This is an optimization exercise on Yosys and OpenROAD, whose aim is small area, not a production implementation.
Only simulation tests tie the RTL to the original design; equivalence was not proved.

// ava_core
module ava_core (
    input  wire        clk,
    input  wire        rst,           
    input  wire [15:0] prog_len,      
    output wire [15:0] prog_addr,     
    input  wire [7:0]  prog_data,     
    output wire [31:0] stk_w_data,
    output wire        stk_w_valid,
    input  wire        stk_w_ready,
    input  wire [31:0] stk_r_data,
    input  wire        stk_r_valid,
    output wire        stk_r_ready,
    output wire [7:0]  out_data,
    output wire        out_valid,
    input  wire        out_ready,
    output wire        halt,
    output wire        fault,
    output wire [2:0]  cause,
    output wire        push_lost,
    output wire        out_lost
);
Settings: LEC_CHECK=0, CAP_MARGIN=20, CELL_PAD_IN_SITES_DETAIL_PLACEMENT=1, CORE_MARGIN=2, CORE_UTILIZATION=70, CTS_CLUSTER_DIAMETER=100, CTS_CLUSTER_SIZE=30, SLEW_MARGIN=20, BUFFER_PORTS_ARGS=-buffer_cell sky130_fd_sc_hd__buf_1, CTS_ARGS=-sink_clustering_enable -repair_clock_nets -sink_clustering_size 30 -sink_clustering_max_diameter 100 -dont_use_dummy_load; clock period 12.0 ns.
standard.sh (not shown) runs the stock make flow with config.mk's settings and CLKGATE_MAP_FILE= SYNTH_SCRIPT=/design/flow/synth_recipe.tcl, a recipe that flattens the netlist after the stock synthesis.
==> flow/flow/run.sh <==
#!/bin/bash
# Layout flow: the standard ORFS flow with three changes.
#  1. Port buffers use the smallest buffer cell (buffer_ports -buffer_cell).
#  2. After the standard synthesis, flow/invopt.py removes inverters between
#     full adders by using some adders in complemented form (a full adder is
#     self-dual).
#  3. flow/resyn.sh then maps the remaining combinational logic again with an
#     area-oriented ABC script (flow/area.abc).
# Registers, their names and cell types are those of the standard synthesis.
# Each tool's output goes to a log file in this folder.
set -euo pipefail
echo 'export BUFFER_PORTS_ARGS = -buffer_cell sky130_fd_sc_hd__buf_1' >> config.mk
echo 'export CTS_ARGS = -sink_clustering_enable -repair_clock_nets -sink_clustering_size 30 -sink_clustering_max_diameter 100 -dont_use_dummy_load' >> config.mk
bash standard.sh synth > synth.log 2>&1
R=orfs/results/sky130hd/ava_core/base
cp $R/1_2_yosys.v $R/1_2_yosys_standard.v
python3 flow/invopt.py $R/1_2_yosys_standard.v $R/1_2_yosys_invopt.v > invopt.log 2>&1
bash flow/resyn.sh $R/1_2_yosys_invopt.v $R/1_2_yosys.v
rm -f $R/1_synth.odb $R/1_synth.sdc
bash standard.sh > standard.log 2>&1
==> flow/flow/resyn.sh <==
#!/bin/bash
# Re-map the combinational logic of a synthesized netlist for area.
# Registers, full adders and tie cells are kept as they are (as
# black boxes); every other cell is expanded to its liberty function and
# ABC maps that logic again with flow/area.abc.  The a222oi cell is left
# out: its pins are hard to reach and leave routing violations.
# usage: resyn.sh in.v out.v
set -euo pipefail
LIB=$FLOW_HOME/platforms/sky130hd/lib/sky130_fd_sc_hd__tt_025C_1v80.lib
DU=$(grep -o "sky130_fd_sc_hd__\(probe\|lpflow\)[a-z0-9_]*" $FLOW_HOME/platforms/sky130hd/config.mk | sort -u | sed 's/^/-dont_use /' | tr '\n' ' ')
KEEP=$(grep -oE "sky130_fd_sc_hd__[a-z0-9_]+" $1 | sort -u | grep -E "__(e?df|sdf|dl|fa_|conb)" | tr '\n' ' ')
cat > resyn.ys <<EOF
read_liberty -ignore_miss_func $LIB
read_verilog $1
hierarchy -top $FLOW_TOP
blackbox $KEEP
flatten
rename -hide w:*.*
opt_clean
abc -script $PWD/flow/area.abc -liberty $LIB $DU
opt_clean -purge
hilomap -singleton -hicell sky130_fd_sc_hd__conb_1 HI -locell sky130_fd_sc_hd__conb_1 LO
insbuf -buf sky130_fd_sc_hd__buf_4 A X
splitnets
opt_clean -purge
rename -hide w:*\$func\$*
stat -liberty $LIB
write_verilog -noattr -nohex -nodec $2
EOF
yosys -s resyn.ys > resyn.log 2>&1
if grep -q "assign" $2; then echo "resyn: unmapped logic left" >&2; exit 1; fi
Other scripts of this flow, unchanged in this note and not shown: flow/flow/area.abc, flow/flow/invopt.py
The first run stopped in 3_5_place_dp on DPL-0033.
Rerun with:
--- a/flow/flow/run.sh
+++ b/flow/flow/run.sh
@@ -12,2 +12,3 @@
 echo 'export BUFFER_PORTS_ARGS = -buffer_cell sky130_fd_sc_hd__buf_1' >> config.mk
+echo 'export RECOVER_POWER = 100' >> config.mk
 echo 'export CTS_ARGS = -sink_clustering_enable -repair_clock_nets -sink_clustering_size 30 -sink_clustering_max_diameter 100 -dont_use_dummy_load' >> config.mk
--- a/flow/flow/resyn.sh
+++ b/flow/flow/resyn.sh
@@ -19,3 +19,3 @@
 opt_clean
-abc -script $PWD/flow/area.abc -liberty $LIB $DU
+abc -script $PWD/flow/area.abc -liberty $LIB $DU -dont_use sky130_fd_sc_hd__a222oi_1
 opt_clean -purge
Settings changed: CELL_PAD_IN_SITES_DETAIL_PLACEMENT 1 to default, CORE_UTILIZATION 70 to 75, RECOVER_POWER from default to 100.
Result: Now the flow finished but fails on capacitance limit, slew limit; synthesized cell count rose by 8.0%; area after synthesis came out higher by 2.2%.

port drivers added, routing unchanged:
Ports are ideal in the flow. The routed layout listed here was re-timed in OpenROAD. Step 1 sets driving cells, clkbuf_16 on the clock port and buf_2 on the other inputs (assumed; they add their load-dependent delay and slew). Step 2 moves the port delays by t, midway between the first and last clock arrival at a register: inputs arrive t later, outputs are due t later. That takes back most of the time a late clock gives input paths. a / b / c = ideal ports / drivers / drivers and shift; a / b = the first two.
run: the second run
t, ns: 0.497
setup WS [ns]: 1.170 / 1.129 / 1.226
clock arrival spread, ns: 0.039 / 0.039
worst data-port slew with drivers (ns): 0.07
The setup slack of the second run moves by -0.041 ns with the drivers and by +0.056 ns with both steps.
